Context: an optimization exercise on an open-source flow, tuned for small area and a short achievable clock period. The choices shown serve that exercise and are no tape-out recipe.
The RTL was checked by simulation tests, not by an equivalence proof against the original design.

== v15 ==
==> flow/design.v <==
module fp_exponent_adder (
    input  wire [10:0] a,
    input  wire [10:0] b,
    output wire [10:0] s,
    output wire [10:0] s1
);
    wire [10:0] g0 = a & b;
    wire [10:0] p0 = a ^ b;
    wire [10:0] g1, p1, g2, p2, g3, p3, g4, p4;
    genvar i;
    generate
        for (i = 0; i < 11; i = i + 1) begin : l1
            if (i % 2 == 1) begin : c
                assign g1[i] = g0[i] | (p0[i] & g0[i - 1]);
                assign p1[i] = p0[i] & p0[i - 1];
            end else begin : k
                assign g1[i] = g0[i];
                assign p1[i] = p0[i];
            end
        end
        for (i = 0; i < 11; i = i + 1) begin : l2
            if (i % 4 >= 2) begin : c
                assign g2[i] = g1[i] | (p1[i] & g1[i - (i % 4) + 1]);
                assign p2[i] = p1[i] & p1[i - (i % 4) + 1];
            end else begin : k
                assign g2[i] = g1[i];
                assign p2[i] = p1[i];
            end
        end
        for (i = 0; i < 11; i = i + 1) begin : l3
            if (i % 8 >= 4) begin : c
                assign g3[i] = g2[i] | (p2[i] & g2[i - (i % 8) + 3]);
                assign p3[i] = p2[i] & p2[i - (i % 8) + 3];
            end else begin : k
                assign g3[i] = g2[i];
                assign p3[i] = p2[i];
            end
        end
        for (i = 0; i < 11; i = i + 1) begin : l4
            if (i % 16 >= 8) begin : c
                assign g4[i] = g3[i] | (p3[i] & g3[7]);
                assign p4[i] = p3[i] & p3[7];
            end else begin : k
                assign g4[i] = g3[i];
                assign p4[i] = p3[i];
            end
        end
    endgenerate
    assign s  = p0 ^ {g4[9:0], 1'b0};
    assign s1 = p0 ^ {g4[9:0] | p4[9:0], 1'b1};
endmodule
module subnormal_normalizer (
    input  wire [22:0] m,
    output wire [4:0]  lz
);
    wire [31:0] w = {1'b0, m, 8'hFF};
    wire [15:0] v1;
    wire [15:0] c1;
    wire [7:0]  v2;
    wire [15:0] c2;
    wire [3:0]  v3;
    wire [11:0] c3;
    wire [1:0]  v4;
    wire [7:0]  c4;
    genvar i;
    generate
        for (i = 0; i < 16; i = i + 1) begin : g1
            assign v1[i] = w[2*i+1] | w[2*i];
            assign c1[i] = ~w[2*i+1];
        end
        for (i = 0; i < 8; i = i + 1) begin : g2
            assign v2[i] = v1[2*i+1] | v1[2*i];
            assign c2[2*i+1 -: 2] = v1[2*i+1] ? {1'b0, c1[2*i+1]} : {1'b1, c1[2*i]};
        end
        for (i = 0; i < 4; i = i + 1) begin : g3
            assign v3[i] = v2[2*i+1] | v2[2*i];
            assign c3[3*i+2 -: 3] = v2[2*i+1] ? {1'b0, c2[4*i+3 -: 2]} : {1'b1, c2[4*i+1 -: 2]};
        end
        for (i = 0; i < 2; i = i + 1) begin : g4
            assign v4[i] = v3[2*i+1] | v3[2*i];
            assign c4[4*i+3 -: 4] = v3[2*i+1] ? {1'b0, c3[6*i+5 -: 3]} : {1'b1, c3[6*i+2 -: 3]};
        end
    endgenerate
    assign lz = v4[1] ? {1'b0, c4[7:4]} : {1'b1, c4[3:0]};
endmodule
module overflow_underflow_detector (
    input  wire [24:0] a,
    input  wire [4:0]  amt,
    output wire [24:0] z,
    output wire        sticky
);
    wire [24:0] s4 = amt[4] ? {16'd0, a[24:16]}  : a;
    wire        k4 = amt[4] & (|a[15:0]);
    wire [24:0] s3 = amt[3] ? {8'd0, s4[24:8]}   : s4;
    wire        k3 = amt[3] & (|s4[7:0]);
    wire [24:0] s2 = amt[2] ? {4'd0, s3[24:4]}   : s3;
    wire        k2 = amt[2] & (|s3[3:0]);
    wire [24:0] s1 = amt[1] ? {2'd0, s2[24:2]}   : s2;
    wire        k1 = amt[1] & (|s2[1:0]);
    assign      z  = amt[0] ? {1'd0, s1[24:1]}   : s1;
    wire        k0 = amt[0] & s1[0];
    assign sticky = k4 | k3 | k2 | k1 | k0;
endmodule
module fp_scaler_core (
    input  wire        clk,
    input  wire [31:0] x,
    input  wire [31:0] n,
    output reg  [31:0] y,
    output reg  [4:0]  fflags
);
    genvar gi;
    wire [7:0]  e1 = x[30:23];
    wire [22:0] m1 = x[22:0];
    wire        h1 = |e1;
    wire [4:0]  lz1;
    subnormal_normalizer u_lz (.m(m1), .lz(lz1));
    wire        n_small = (n[31:9] == {23{n[31]}});
    wire [8:0]  em2 = {1'b0, e1} - 9'd2;
    reg         s_a, h_a, nonfin_a;
    reg  [22:0] m_a;
    reg  [8:0]  kk_a;      
    reg  [9:0]  n_a;       
    always @(posedge clk) begin
        s_a      <= x[31];
        m_a      <= m1;
        h_a      <= h1;
        nonfin_a <= &e1;
        kk_a     <= h1 ? em2 : {4'hF, ~lz1};
        n_a      <= n_small ? n[9:0] : {n[31], {9{~n[31]}}};
    end
    wire [10:0] w, w1;
    fp_exponent_adder u_add (.a({kk_a[8], kk_a[8], kk_a}), .b({n_a[9], n_a}),
                             .s(w), .s1(w1));
    wire t_pos   = ~w1[10];
    wire [4:0]  nn;
    assign nn[0] = n_a[0];
    assign nn[1] = n_a[1] ^ n_a[0];
    assign nn[2] = n_a[2] ^ (n_a[1] | n_a[0]);
    assign nn[3] = n_a[3] ^ (n_a[2] | n_a[1] | n_a[0]);
    assign nn[4] = n_a[4] ^ (n_a[3] | n_a[2] | n_a[1] | n_a[0]);
    wire        m_nz = |m_a;
    wire        dl   = ~h_a & ~n_a[9];         
    wire [4:0]  amt = h_a ? ((nonfin_a | t_pos) ? 5'd0 : ~w[4:0])
                          : (n_a[9] ? nn : (t_pos ? ~kk_a[4:0] : n_a[4:0]));
    wire [23:0] V = {h_a, m_a};
    wire [24:0] Vr;
    assign Vr[24] = 1'b0;
    generate for (gi = 0; gi < 24; gi = gi + 1) begin : g_rev
        assign Vr[gi] = V[23 - gi];
    end endgenerate
    reg         s_b, dl_b, zero_b, nonfin_b, nanq_b;
    reg  [24:0] si_b;
    reg  [4:0]  amt_b;
    reg  [10:0] w_b;
    always @(posedge clk) begin
        s_b      <= s_a;
        si_b     <= dl ? Vr : {V, 1'b0};
        amt_b    <= amt;
        dl_b     <= dl;
        zero_b   <= ~h_a & ~m_nz;
        nonfin_b <= nonfin_a;
        w_b      <= w;
        nanq_b   <= nonfin_a & m_nz;
    end
    wire [24:0] z;
    wire        sticky;
    overflow_underflow_detector u_sh (.a(si_b), .amt(amt_b), .z(z), .sticky(sticky));
    wire [22:0] vl;
    generate for (gi = 0; gi < 23; gi = gi + 1) begin : g_rev2
        assign vl[gi] = z[23 - gi];
    end endgenerate
    wire [22:0] q    = z[23:1];
    wire        rbit = z[0];
    wire        nx   = rbit | sticky;
    wire        up   = rbit & (sticky | q[0]);
    wire [23:0] ones;
    assign ones[0] = 1'b1;
    generate for (gi = 1; gi < 24; gi = gi + 1) begin : g_inc
        assign ones[gi] = &q[gi - 1:0];
    end endgenerate
    wire [23:0] qr = {1'b0, q} ^ ({24{up}} & ones);
    wire t_over  = ~w_b[10] & (w_b[9] | w_b[8] | ((&w_b[7:2]) & (w_b[1] | w_b[0])));   
    wire t_under =  w_b[10] & ~((&w_b[9:5]) & (w_b[4] | w_b[3]));                      
    wire tpos_b  = ~w_b[10] | (&w_b);                                                  
    wire of3     = ~zero_b & ~nonfin_b & t_over;
    wire uf3     = ~zero_b & ~nonfin_b & t_under;
    wire special = zero_b | nonfin_b | of3 | uf3;
    wire left_b  = ~special & dl_b;
    wire qch_b   = nonfin_b | (~special & ~dl_b);
    wire ff_b    = nonfin_b | of3;
    wire et_b    = ~special & tpos_b;
    wire of_b    = of3;
    wire uf_b    = uf3;
    wire        rnx = qch_b & nx;
    wire [7:0]  t8  = {w_b[7:1] + 7'd1, w_b[0]};    
    always @(posedge clk) begin
        y[31]    <= s_b;
        y[30:23] <= {8{ff_b}} | ({8{et_b}} & t8) | {7'd0, qch_b & qr[23]};
        y[22:0]  <= left_b ? vl :
                    qch_b  ? {qr[22] | nanq_b, qr[21:0]} : 23'd0;
        fflags   <= {nanq_b & ~si_b[23], 1'b0, of_b, uf_b | rnx, of_b | uf_b | rnx};
    end
endmodule
module fp_scaler (
    input  wire        clk,
    input  wire        rst,        
    input  wire        in_valid,
    input  wire [31:0] x,
    input  wire [31:0] n,
    output reg         out_valid,
    output wire [31:0] y,
    output wire [4:0]  fflags
);
    reg v_a, v_b;
    fp_scaler_core u_core (.clk(clk), .x(x), .n(n), .y(y), .fflags(fflags));
    always @(posedge clk) begin
        if (rst) begin
            v_a       <= 1'b0;
            v_b       <= 1'b0;
            out_valid <= 1'b0;
        end else begin
            v_a       <= in_valid;
            v_b       <= v_a;
            out_valid <= v_b;
        end
    end
endmodule
Settings: LEC_CHECK=0, ABC_AREA=1, CAP_MARGIN=20, CORE_MARGIN=2, CORE_UTILIZATION=40, CTS_BUF_LIST=sky130_fd_sc_hd__clkbuf_8, SETUP_SLACK_MARGIN=4.5, SLEW_MARGIN=20, BUFFER_PORTS_ARGS=-buffer_cell sky130_fd_sc_hd__buf_1, CTS_ARGS=-sink_clustering_enable -repair_clock_nets -buf_list sky130_fd_sc_hd__clkbuf_8 -dont_use_dummy_load; clock period 7.0 ns.
standard.sh (not shown) runs the stock make flow with config.mk's settings and CLKGATE_MAP_FILE= SYNTH_SCRIPT=/design/flow/synth_recipe.tcl, a recipe that flattens the netlist after the stock synthesis.
==> flow/flow/run.sh <==
#!/bin/bash
set -e
cd "$(dirname "$0")/.."
{
  echo "export BUFFER_PORTS_ARGS = -buffer_cell sky130_fd_sc_hd__buf_1"
  echo "export CTS_ARGS = -sink_clustering_enable -repair_clock_nets -buf_list sky130_fd_sc_hd__clkbuf_8 -dont_use_dummy_load"
} >> config.mk
export BUFFER_PORTS_ARGS="-buffer_cell sky130_fd_sc_hd__buf_1"
export CTS_ARGS="-sink_clustering_enable -repair_clock_nets -buf_list sky130_fd_sc_hd__clkbuf_8 -dont_use_dummy_load"
bash standard.sh > standard.log 2>&1
No stage failed in v15, and the final checks on the layout all came back clean.
Inputs modified between v15 and v9:
==> flow/design.v, changed modules only <==
module fp_scaler_core (
    input  wire        clk,
    input  wire [31:0] x,
    input  wire [31:0] n,
    output reg  [31:0] y,
    output reg  [4:0]  fflags
);
    genvar gi;
    wire [7:0]  e1 = x[30:23];
    wire [22:0] m1 = x[22:0];
    wire        h1 = |e1;
    wire [4:0]  lz1;
    subnormal_normalizer u_lz (.m(m1), .lz(lz1));
    wire        n_small = (n[31:9] == {23{n[31]}});
    wire [8:0]  em2 = {1'b0, e1} - 9'd2;
    reg         s_a, h_a, nonfin_a, bp_a, bn_a;
    reg  [22:0] m_a;
    reg  [8:0]  kk_a;      
    reg  [9:0]  n_a;
    always @(posedge clk) begin
        s_a      <= x[31];
        m_a      <= m1;
        h_a      <= h1;
        nonfin_a <= &e1;
        kk_a     <= h1 ? em2 : {4'hF, ~lz1};
        n_a      <= n[9:0];
        bp_a     <= ~n[31] & ~n_small;
        bn_a     <=  n[31] & ~n_small;
    end
    wire [10:0] w, w1;
    fp_exponent_adder u_add (.a({kk_a[8], kk_a[8], kk_a}), .b({n_a[9], n_a}),
                             .s(w), .s1(w1));
    wire t_pos   = ~w1[10];
    wire [4:0]  nn;
    assign nn[0] = n_a[0];
    assign nn[1] = n_a[1] ^ n_a[0];
    assign nn[2] = n_a[2] ^ (n_a[1] | n_a[0]);
    assign nn[3] = n_a[3] ^ (n_a[2] | n_a[1] | n_a[0]);
    assign nn[4] = n_a[4] ^ (n_a[3] | n_a[2] | n_a[1] | n_a[0]);
    wire        m_nz = |m_a;
    wire        dl   = ~h_a & ~n_a[9];         
    wire [4:0]  amt = h_a ? ((nonfin_a | t_pos) ? 5'd0 : ~w[4:0])
                          : (n_a[9] ? nn : (t_pos ? ~kk_a[4:0] : n_a[4:0]));
    wire [23:0] V = {h_a, m_a};
    wire [24:0] Vr;
    assign Vr[24] = 1'b0;
    generate for (gi = 0; gi < 24; gi = gi + 1) begin : g_rev
        assign Vr[gi] = V[23 - gi];
    end endgenerate
    reg         s_b, dl_b, zero_b, nonfin_b, bp_b, bn_b, tpos_b, nanq_b;
    reg  [24:0] si_b;
    reg  [4:0]  amt_b;
    reg  [10:0] w_b;
    always @(posedge clk) begin
        s_b      <= s_a;
        si_b     <= dl ? Vr : {V, 1'b0};
        amt_b    <= amt;
        dl_b     <= dl;
        zero_b   <= ~h_a & ~m_nz;
        nonfin_b <= nonfin_a;
        bp_b     <= bp_a;
        bn_b     <= bn_a;
        tpos_b   <= t_pos;
        w_b      <= w;
        nanq_b   <= nonfin_a & m_nz;
    end
    wire [24:0] z;
    wire        sticky;
    overflow_underflow_detector u_sh (.a(si_b), .amt(amt_b), .z(z), .sticky(sticky));
    wire [22:0] vl;
    generate for (gi = 0; gi < 23; gi = gi + 1) begin : g_rev2
        assign vl[gi] = z[23 - gi];
    end endgenerate
    wire [22:0] q    = z[23:1];
    wire        rbit = z[0];
    wire        nx   = rbit | sticky;
    wire        up   = rbit & (sticky | q[0]);
    wire [23:0] ones;
    assign ones[0] = 1'b1;
    generate for (gi = 1; gi < 24; gi = gi + 1) begin : g_inc
        assign ones[gi] = &q[gi - 1:0];
    end endgenerate
    wire [23:0] qr = {1'b0, q} ^ ({24{up}} & ones);
    wire t_over  = ~w_b[10] & (w_b[9] | w_b[8] | ((&w_b[7:2]) & (w_b[1] | w_b[0])));   
    wire t_under =  w_b[10] & ~((&w_b[9:5]) & (w_b[4] | w_b[3]));                      
    wire of3     = ~zero_b & ~nonfin_b & (bp_b | (~bn_b & t_over));
    wire uf3     = ~zero_b & ~nonfin_b & ~of3 & (bn_b | t_under);
    wire special = zero_b | nonfin_b | of3 | uf3;
    wire left_b  = ~special & dl_b;
    wire qch_b   = nonfin_b | (~special & ~dl_b);
    wire ff_b    = nonfin_b | of3;
    wire et_b    = ~special & tpos_b;
    wire of_b    = of3;
    wire uf_b    = uf3;
    wire        rnx = qch_b & nx;
    wire [7:0]  t8  = {w_b[7:1] + 7'd1, w_b[0]};    
    always @(posedge clk) begin
        y[31]    <= s_b;
        y[30:23] <= {8{ff_b}} | ({8{et_b}} & t8) | {7'd0, qch_b & qr[23]};
        y[22:0]  <= left_b ? vl :
                    qch_b  ? {qr[22] | nanq_b, qr[21:0]} : 23'd0;
        fflags   <= {nanq_b & ~si_b[23], 1'b0, of_b, uf_b | rnx, of_b | uf_b | rnx};
    end
endmodule
## What came out
Global-route track usage on met2 was higher in the run labelled v15.
The run showing the smaller count of filler cells inserted in the layout is v15.
Critical path's largest stage delay: v9 > v15
Against v15, v9 reports a total area of multi-input combinational cells that is lower.
v9 vs. v15: global routing usage on met3 went down by 0.82 points.
Compared with v15, in v9 share of the core filled with cells in the final layout fell 0.33 points; clock network area share about even; clock latency of the later-clocked register in the worst-skew pair about even.
Between v9 and v15, it is v9 whose number of cells traversed by the worst register-to-register path is lower, by 4.

-- re-timing with driven ports --
The results above use ideal ports. As a check the final layouts listed here were re-extracted and re-timed, cells and wires unchanged.
Step 1 assumes that a clkbuf_16 drives the clock port and a buf_2 every other input.
Step 2, shift: input delay + t, output delay - t, t = (earliest + latest rising clock arrival at the registers) / 2. This alone moves slack from input paths to output paths.
Slacks: no drivers / after step 1 / after step 2; pairs: no drivers / after step 1.
| run | shift t [ns] | slack for setup (ns) | cell pins on the clock port's net |
|---|---|---|---|
| v15 | 0.480 | 4.581 / 4.587 / 4.107 | 1 |
| v9 | 0.471 | 4.541 / 4.555 / 4.085 | 1 |
After both steps every run listed still meets setup and hold. For v15, which loses most, drivers alone change the setup slack by +0.006 ns; drivers and shift together by -0.474 ns.
